Context: an optimization exercise on an open-source flow, tuned for small area and few clock cycles. The choices shown serve that exercise and are no tape-out recipe. Only simulation tests tie the RTL to the original design; equivalence was not proved. Power is estimated from default activity; no workload was simulated.

==> job 7341: inputs <==
Design gree_ir_codec, start of the top module:
module gree_ir_codec (
    input  wire        clk,
    input  wire        rst,           
    input  wire        cmd_valid,
    output wire        cmd_ready,
    input  wire [31:0] cmd_word,
    input  wire [63:0] cmd_din,
    output wire        rsp_valid,
    output wire        rsp_illegal,
    output wire [63:0] rsp_val,
    output wire        tx_valid,
    input  wire        tx_ready,
    output wire        tx_mark,
    output wire [31:0] tx_dur,
    output wire [7:0]  rx_addr,
    input  wire [31:0] rx_data,
    input  wire [15:0] rx_len
);
==> flow/config.mk <==
export PLATFORM = sky130hd
export DESIGN_NAME = gree_ir_codec
export DESIGN_NICKNAME = gree_ir_codec
export VERILOG_FILES = /design/flow/design.v
export SDC_FILE = /design/flow/constraint.sdc
export NUM_CORES = 4
export LEC_CHECK = 0
export CAP_MARGIN = 0
export CORE_MARGIN = 2
export CORE_UTILIZATION = 50
export SLEW_MARGIN = 0
==> flow/constraint.sdc <==
create_clock -name core_clock -period 6.0 [get_ports {clk}]
set_input_delay 1.2000 -clock core_clock [delete_from_list [all_inputs] [get_ports {clk}]]
set_output_delay 1.2000 -clock core_clock [all_outputs]
set_load 0.01 [all_outputs]
standard.sh (not shown) runs the stock make flow with config.mk's settings and CLKGATE_MAP_FILE= SYNTH_SCRIPT=/design/flow/synth_recipe.tcl, a recipe that flattens the netlist after the stock synthesis.
==> flow/flow/run.sh <==
#!/bin/bash
# Layout flow: the standard ORFS flow with three changes.
#  1. Synthesis maps the logic with an area-oriented ABC script (flow/abc_map.script)
#     in place of ORFS's delay-oriented one; everything else in synthesis is the
#     standard script, so the registers are the standard synthesis's.
#  2. Port buffers are sky130_fd_sc_hd__buf_1 cells.
#  3. CTS uses small clock buffers and no dummy loads.
# Each step's output goes to its own log file in this folder.
set -euo pipefail
W=$(pwd)
rm -rf "$W/scripts_area"
cp -r "$FLOW_HOME/scripts" "$W/scripts_area"
cp "$W/flow/abc_map.script" "$W/scripts_area/abc_speed.script"

bash "$W/standard.sh" "SCRIPTS_DIR=$W/scripts_area" synth > "$W/log_1_synth.txt" 2>&1
bash "$W/standard.sh" \
  "BUFFER_PORTS_ARGS=-buffer_cell sky130_fd_sc_hd__buf_1" \
  "CTS_ARGS=-sink_clustering_enable -repair_clock_nets -dont_use_dummy_load -buf_list sky130_fd_sc_hd__clkbuf_8" \
  finish > "$W/log_2_layout.txt" 2>&1
==> flow/flow/abc_map.script <==
&get -n
&st
&dch
&nf -R 1000
&put
mfs2
strash
&get -n
&st
&dch
&nf -R 1000
&put
mfs2
strash
&get -n
&st
&dch
&nf -R 1000
&put
mfs2
strash
&get -n
&st
&dch
&nf -R 1000
&put
mfs2
strash
&get -n
&st
&dch
&nf -R 1000
&put
mfs2
strash
&get -n
&st
&dch
&nf -R 1000
&put
mfs2
strash
&get -n
&dch
&nf -R 1000
&put
topo
stime -c
==> inputs of job 2405, as changes to job 7341 <==
--- a/flow/design.v
+++ b/flow/design.v
@@ -73,33 +73,39 @@
             csum = 4'd10 + x[3:0] + x[11:8] + x[19:16] + x[27:24]
                  + x[39:36] + x[47:44] + x[55:52];
         end
     endfunction
     function integer ypos;
         input integer k;
         begin
             if (k < 32) begin
-                if (k[2] == 1'b0) ypos = 16 + (k / 8) * 4 + k % 4;        
+                if (k[2] == 1'b0) ypos = (k / 8) * 4 + k % 4;             
                 else              ypos = 32 + (k / 8) * 4 + k % 4;        
             end else begin
-                if (k[2] == 1'b1) ypos = ((k - 32) / 8) * 4 + k % 4;       
+                if (k[2] == 1'b1) ypos = 16 + ((k - 32) / 8) * 4 + k % 4;  
                 else              ypos = 48 + ((k - 32) / 8) * 4 + k % 4;  
             end
         end
     endfunction
     reg [63:0] rec;
     reg [63:0] dec_y;         
     reg        enc_act;       
     reg        dec_act;       
     reg [7:0]  cnt;           
     reg [15:0] num;           
     reg        nbw;           
     reg        nnz;           
+    reg        strict;
+    reg [3:0]  acc;           
     reg        rsp_q;
+    reg        ill_q;
+    reg        sel_rec;
+    reg        sel_dec;
+    reg [6:0]  small_q;
     wire [7:0]  opc   = cmd_word[31:24];
     wire [7:0]  fa    = cmd_word[23:16];
     wire [7:0]  fb    = cmd_word[15:8];
     wire [7:0]  fc    = cmd_word[7:0];
     wire [15:0] imm16 = cmd_word[15:0];
     reg legal;
     always @(*) begin
         case (opc)
@@ -125,17 +131,17 @@
                 legal = 1'b0;
         endcase
     end
     wire busy   = enc_act | dec_act;
     wire accept = cmd_valid & cmd_ready & ~rst;
     wire go     = accept & legal;
     wire start_enc = go & ((opc == OP_ENCODE && fa >= 8'd8) || opc == OP_SEND);
     wire start_dec = go & (opc == OP_DECODE);
-    wire [3:0] cs_val = csum((opc[2:0] == 3'b111) ? cmd_din : rec);
+    wire [3:0] cs_val = csum((opc == OP_CSUM_VD) ? cmd_din : rec);
     wire [3:0] temp_code    = (rec[2:0] == 3'd0) ? 4'd9 :
                               (fa[7:4] == 4'd0) ? 4'd0 :
                               (fa[7:4] != 4'd1 || fa[3:0] == 4'd15) ? 4'd14 : fa[3:0];
     wire [1:0] fan_clamped  = (fa > 8'd3) ? 2'd3 : fa[1:0];
     wire [1:0] fan_final    = (rec[2:0] == 3'd2) ? 2'd1 : fan_clamped;
     reg [3:0] swing_pos;
     always @(*) begin
         if (fa[0]) begin
@@ -176,34 +182,46 @@
     wire       c_mark = ~cnt[0];
     wire       c_data = cnt[0] && ((cnt >= 8'd3 && cnt <= 8'd65) || (cnt >= 8'd75 && cnt <= 8'd137));
     wire       c_zero = (cnt == 8'd67) || (cnt == 8'd71);
     wire       c_one  = (cnt == 8'd69);
     wire [6:0] m      = cnt[7:1];
     wire [1:0] u_lo   = {m[1] ~^ m[0], ~m[0]};                
     wire       u_b2   = m[2] ^ (m[1:0] == 2'd0);              
     wire       ck_nib = m[6] & (m[2:0] != 3'd0);              
-    wire       tx_bit    = rec[0];
+    wire [63:0] tx_tab;
+    genvar gm;
+    generate
+        for (gm = 0; gm < 64; gm = gm + 1) begin : g_tab
+            if (gm >= 1 && gm <= 32)
+                assign tx_tab[gm] = rec[gm - 1];
+            else if (gm >= 37)
+                assign tx_tab[gm] = rec[gm - 5];
+            else
+                assign tx_tab[gm] = 1'b0;
+        end
+    endgenerate
+    wire [7:0] tx_tab_hi = {3'd0, rec[63:59]};
+    wire       tx_bit    = m[6] ? tx_tab_hi[m[2:0]] : tx_tab[m[5:0]];
     reg [31:0] enc_dur;
     always @(*) begin
         if (c_hm)               enc_dur = T_HDR_MARK;
         else if (c_mark)        enc_dur = T_BIT_MARK;
         else if (c_hs)          enc_dur = T_HDR_SPACE;
         else if (c_data)        enc_dur = tx_bit ? T_ONE_SPACE : T_ZERO_SPACE;
         else if (c_zero)        enc_dur = T_ZERO_SPACE;
         else if (c_one)         enc_dur = T_ONE_SPACE;
         else                    enc_dur = T_GAP;
     end
     assign tx_valid = enc_act;
     assign tx_mark  = ~cnt[0];
     assign tx_dur   = enc_dur;
     wire enc_last  = (cnt == 8'd139);
     wire enc_rot   = enc_act & tx_ready & (cnt[7:4] == 4'd0);
     wire nbit      = num[0] ^ nbw;
-    wire strict    = nbw;
     wire enc_done  = enc_act & tx_ready & enc_last & ~nnz;
     wire m_hdr_mark  = (rx_data >= HM_LO) && (rx_data <= HM_HI);
     wire m_bit_mark  = (rx_data >= BM_LO) && (rx_data <= BM_HI);
     wire m_hdr_space = (rx_data >= HS_LO) && (rx_data <= HS_HI);
     wire m_one       = (rx_data >= OS_LO) && (rx_data <= OS_HI);
     wire m_zero      = (rx_data >= ZS_LO) && (rx_data <= ZS_HI);
     wire m_msg       = (rx_data >= MSG_LO);
     reg ent_ok;
@@ -222,71 +240,67 @@
     always @(*) begin
         len_big = rx_len[0];
         for (li = 0; li < 16; li = li + 1)
             len_big = ((li < 15 ? lh5[li] : 1'b0) & ~num[li]) |
                       (((li < 15 ? lh5[li] : 1'b0) | ~num[li]) & len_big);
     end
     wire len_ok  = (rx_len >= 16'd139) && len_big &&
                    !(strict && num != 16'd64);
-    wire dec_first = cnt[6] & (cnt[5:0] == 6'd3);
-    wire [3:0] acc   = num[3:0];
-    wire       acc_c = num[4];
     wire cs_bad  = strict && (cnt == 8'd11) && (acc != 4'd0);
-    wire dec_bad = (dec_first & ~len_ok) | ~ent_ok | cs_bad;
+    wire dec_bad = ~len_ok | ~ent_ok | cs_bad;
     wire dec_end = (cnt == 8'd139) || (cnt == 8'd1 && rx_len < 16'd140);
     wire dec_done = dec_act & (dec_bad | dec_end);
     wire dec_succ = dec_act & ~dec_bad & dec_end;
     wire       cs_bit  = c_data & ~u_b2;
-    wire       cs_b    = m_one ^ ck_nib;
-    wire       cs_ci   = acc_c & (u_lo != 2'd0);
-    wire       cs_s    = acc[0] ^ cs_b ^ cs_ci;
-    wire       cs_co   = (acc[0] & cs_b) | (acc[0] & cs_ci) | (cs_b & cs_ci);
+    wire [3:0] cs_add  = {3'd0, m_one ^ ck_nib} << u_lo;
     reg [7:0] dec_next;
     always @(*) begin
-        if (cnt == 8'd137)      dec_next = 8'd3;
-        else if (cnt == 8'd57)  dec_next = 8'd11;
+        if (cnt == 8'd137)      dec_next = 8'd11;
         else if (cnt == 8'd129) dec_next = 8'd0;
         else if (cnt == 8'd138) dec_next = 8'd1;
         else if (cnt == 8'd1)   dec_next = 8'd139;
         else if (cnt[2:0] == 3'b001) dec_next = cnt + 8'd10;
         else                    dec_next = cnt + 8'd2;
     end
     assign rx_addr = cnt;
-    assign cmd_ready   = ~busy | enc_done;
-    assign rsp_valid   = rsp_q | enc_done;
-    wire       ill_q   = num[7];
-    wire       sel_rec = num[8];
-    wire       sel_dec = num[9];
+    assign cmd_ready   = ~busy | enc_done | dec_done;
+    assign rsp_valid   = rsp_q | enc_done | dec_done;
     assign rsp_illegal = ill_q;
     wire [63:0] dec_rec;
     genvar gk;
     generate
         for (gk = 0; gk < 64; gk = gk + 1) begin : g_unscr
             assign dec_rec[gk] = dec_y[ypos(gk)];
         end
     endgenerate
     assign rsp_val = ({64{sel_rec}} & rec) | ({64{sel_dec}} & dec_rec)
-                   | {57'd0, num[6:0]};
+                   | {57'd0, small_q} | {63'd0, dec_succ};
     always @(posedge clk) begin
-        rsp_q   <= (accept & ~(start_enc | start_dec)) | (dec_done & ~rst);
+        rsp_q   <= accept & ~(start_enc | start_dec);
+        ill_q   <= accept & ~legal;
+        sel_rec <= go & (opc == OP_GET_RAW);
+        sel_dec <= go & (opc == OP_GET_DEC);
+        small_q   <= go ? small_d : 7'd0;
         if (rst) begin
             enc_act <= 1'b0;
             dec_act <= 1'b0;
         end else begin
             if (enc_done) enc_act <= 1'b0;
             if (dec_done) dec_act <= 1'b0;
             if (start_enc) enc_act <= 1'b1;
             if (start_dec) dec_act <= 1'b1;
         end
         if (start_enc | start_dec) begin
-            cnt    <= start_dec ? 8'd67 : 8'd0;
+            cnt    <= start_dec ? 8'd3 : 8'd0;
             num    <= imm16;
-            nbw    <= start_dec & fa[0];
+            nbw    <= 1'b0;
             nnz    <= 1'b0;
+            strict <= fa[0];
+            acc    <= 4'd11;
         end else if (enc_act) begin
             if (enc_rot) begin
                 num <= {nbit, num[15:1]};
                 nbw <= nbw & ~num[0];
                 nnz <= nnz | nbit;
             end
             if (tx_ready) begin
                 if (enc_last) begin
@@ -296,30 +310,21 @@
                 end else begin
                     cnt <= cnt + 8'd1;
                 end
             end
         end else if (dec_act) begin
             cnt <= dec_next;
             if (c_data)
                 dec_y <= {m_one, dec_y[63:1]};
-            if (dec_first)
-                num[4:0] <= {1'b0, 4'd11};
             if (cs_bit)
-                num[4:0] <= {cs_co, cs_s, acc[3:1]};
-            if (dec_done)
-                num[9:0] <= {9'd0, dec_succ};
-        end
-        if (accept & ~(start_enc | start_dec))
-            num[9:0] <= {go & (opc == OP_GET_DEC), go & (opc == OP_GET_RAW),
-                         ~legal, go ? small_d : 7'd0};
+                acc <= acc + cs_add;
+        end
         if (rst) begin
             rec <= RESET_IMAGE;
-        end else if (enc_act && tx_ready && c_data) begin
-            rec <= {rec[0], rec[63:1]};
         end else if (go) begin
             case (opc)
                 OP_RESET:     rec <= RESET_IMAGE;
                 OP_SET_RAW:   rec <= cmd_din;
                 OP_GET_RAW, OP_FIXUP, OP_SEND:
                               rec[63:60] <= cs_val;
                 OP_SET_POWER: begin
                     rec[3]  <= fa[0];
==> flow/flow/abc_map.script (replaced) <==
&get -n
&st
&dch
&nf -R 1000
&put
mfs2
strash
&get -n
&dch
&nf -R 1000
&put
mfs2
strash
&get -n
&dch
&nf -R 1000
&put
mfs2
strash
&get -n
&dch
&nf -R 1000
&put
mfs2
strash
&get -n
&dch
&nf -R 1000
&put
topo
stime -c
CAP_MARGIN = 20   (was 0)
SLEW_MARGIN = 20   (was 0)
==> inputs of job 7359, as changes to job 7341 <==
--- a/flow/design.v
+++ b/flow/design.v
@@ -235,25 +235,30 @@
     wire dec_end = (cnt == 8'd139) || (cnt == 8'd1 && rx_len < 16'd140);
     wire dec_done = dec_act & (dec_bad | dec_end);
     wire dec_succ = dec_act & ~dec_bad & dec_end;
     wire       cs_bit  = c_data & ~u_b2;
     wire       cs_b    = m_one ^ ck_nib;
     wire       cs_ci   = acc_c & (u_lo != 2'd0);
     wire       cs_s    = acc[0] ^ cs_b ^ cs_ci;
     wire       cs_co   = (acc[0] & cs_b) | (acc[0] & cs_ci) | (cs_b & cs_ci);
+    wire       c_jmp    = dec_act & (cnt[2:0] == 3'b001);
+    wire       c_inc    = dec_act | cnt[0];
+    wire [1:0] c_lo     = m[1:0] + {1'b0, c_inc};
+    wire       c_ci     = c_jmp | (c_inc & (m[1:0] == 2'b11));
+    wire [4:0] c_hi     = m[6:2] + {4'd0, c_ci};
+    wire [7:0] cnt_step = {c_hi, c_jmp ? 2'b01 : c_lo, cnt[0] ^ ~dec_act};
     reg [7:0] dec_next;
     always @(*) begin
         if (cnt == 8'd137)      dec_next = 8'd3;
         else if (cnt == 8'd57)  dec_next = 8'd11;
         else if (cnt == 8'd129) dec_next = 8'd0;
         else if (cnt == 8'd138) dec_next = 8'd1;
         else if (cnt == 8'd1)   dec_next = 8'd139;
-        else if (cnt[2:0] == 3'b001) dec_next = cnt + 8'd10;
-        else                    dec_next = cnt + 8'd2;
+        else                    dec_next = cnt_step;
     end
     assign rx_addr = cnt;
     assign cmd_ready   = ~busy | enc_done;
     assign rsp_valid   = rsp_q | enc_done;
     wire       ill_q   = num[7];
     wire       sel_rec = num[8];
     wire       sel_dec = num[9];
     assign rsp_illegal = ill_q;
@@ -289,17 +294,17 @@
                 nnz <= nnz | nbit;
             end
             if (tx_ready) begin
                 if (enc_last) begin
                     cnt <= 8'd0;
                     nbw <= 1'b1;
                     nnz <= 1'b0;
                 end else begin
-                    cnt <= cnt + 8'd1;
+                    cnt <= cnt_step;
                 end
             end
         end else if (dec_act) begin
             cnt <= dec_next;
             if (c_data)
                 dec_y <= {m_one, dec_y[63:1]};
             if (dec_first)
                 num[4:0] <= {1'b0, 4'd11};
--- a/flow/flow/run.sh
+++ b/flow/flow/run.sh
@@ -10,10 +10,10 @@
 W=$(pwd)
 rm -rf "$W/scripts_area"
 cp -r "$FLOW_HOME/scripts" "$W/scripts_area"
 cp "$W/flow/abc_map.script" "$W/scripts_area/abc_speed.script"
 
 bash "$W/standard.sh" "SCRIPTS_DIR=$W/scripts_area" synth > "$W/log_1_synth.txt" 2>&1
 bash "$W/standard.sh" \
   "BUFFER_PORTS_ARGS=-buffer_cell sky130_fd_sc_hd__buf_1" \
-  "CTS_ARGS=-sink_clustering_enable -repair_clock_nets -dont_use_dummy_load -buf_list sky130_fd_sc_hd__clkbuf_8" \
+  "CTS_ARGS=-sink_clustering_enable -sink_clustering_size 40 -sink_clustering_max_diameter 150 -sink_clustering_levels 1 -repair_clock_nets -dont_use_dummy_load -buf_list sky130_fd_sc_hd__clkbuf_8" \
   finish > "$W/log_2_layout.txt" 2>&1
CAP_MARGIN = 20   (was 0)
SLEW_MARGIN = 20   (was 0)
==> metrics.csv <==
stage;metric;value;unit
power_and_ir_drop;Sequential Power Share;61.1;%
finish;post-route cell area;11900;um^2
finish;Final Instance Count excl. Fillers;1623;
routing;drt via density;6.14;
outcome;outcome;no timing/DRC/antenna violations;
synthesis;count leader, synth;nor2_1;
finish;number of filler cells placed in the layout;1903;
-- figures above: job 2405

==> metrics.csv <==
stage;metric;value;unit
outcome;outcome;no timing/DRC/antenna violations;
synthesis;count leader, synth;nand2_1;
power_and_ir_drop;Sequential Power Share;56.7;%
critical_path;worst r2r dst;num[0];
finish;post-route cell area;11300;um^2
finish;number of filler cells placed in the layout;1777;
clocking;buffers inserted by post-CTS timing repair;0;
routing;drt via density;6.21;
finish;Final Instance Count excl. Fillers;1577;
critical_path;cell class contributing the biggest share of worst-path delay;adder cells;
global_route;Overall Global Routing Usage;32.0;%
-- figures above: job 7341

==> metrics.csv <==
stage;metric;value;unit
power_and_ir_drop;Sequential Power Share;57.2;%
finish;post-route cell area;11000;um^2
global_route;most used routing layer;met2;
finish;biggest registers after layout;dec_y: 64 flops, rec: 64 flops, num: 16 flops;
outcome;outcome;no timing/DRC/antenna violations;
power_and_ir_drop;Leakage Power;3.62;nW
critical_path;data required time at the worst endpoint;6.26;ns
finish;number of filler cells placed in the layout;1804;
routing;drt via density;6.15;
synthesis;count leader, synth;nand2_1;
finish;Final Instance Count excl. Fillers;1517;
finish;number of antenna cells inserted;1;
finish;layout inverter count without the clock tree;27;
-- figures above: job 7359

Testbench counts of job 7341, summed over its fixed seeds: cycles 481,055.
Testbench counts of job 2405, summed over its fixed seeds: cycles 480,934.
Testbench counts of job 7359, summed over its fixed seeds: cycles 481,055.

-- afterwards: timing with drivers on the ports --
The results above use ideal ports. As a check the final layouts listed here were re-extracted and re-timed, cells and wires unchanged. Step 1 (the two cells are an assumption about what drives the block):
set clk [get_ports {clk}]
set_driving_cell -lib_cell sky130_fd_sc_hd__clkbuf_16 $clk
set_driving_cell -lib_cell sky130_fd_sc_hd__buf_2 [delete_from_list [all_inputs] $clk]
Step 2 adds t to the input delays and takes it off the output delays; t is the mean of the earliest and latest rising clock arrival at the registers after step 1. Input paths then give back, and output paths get back, about the clock's delay inside the block. Three values: no drivers, after step 1, after step 2; two values: the first two.
| run | t, ns | slack for setup (ns) | latest minus earliest clock arrival (ns) | worst slew at a driven data input, ns | cell pins on the clock port's net |
|---|---|---|---|---|---|
| job 7341 | 0.504 | 0.268 / 0.282 / -0.223 | 0.049 / 0.049 | 0.08 | 1 |
| job 2405 | 0.494 | 0.308 / 0.337 / -0.157 | 0.049 / 0.050 | 0.08 | 1 |
| job 7359 | 0.489 | 0.289 / 0.310 / -0.179 | 0.031 / 0.031 | 0.07 | 1 |
With both steps, setup timing fails in every run listed, where it was met with ideal ports. The setup slack of job 7341, which loses most, moves by +0.014 ns with the drivers and by -0.491 ns with both steps.
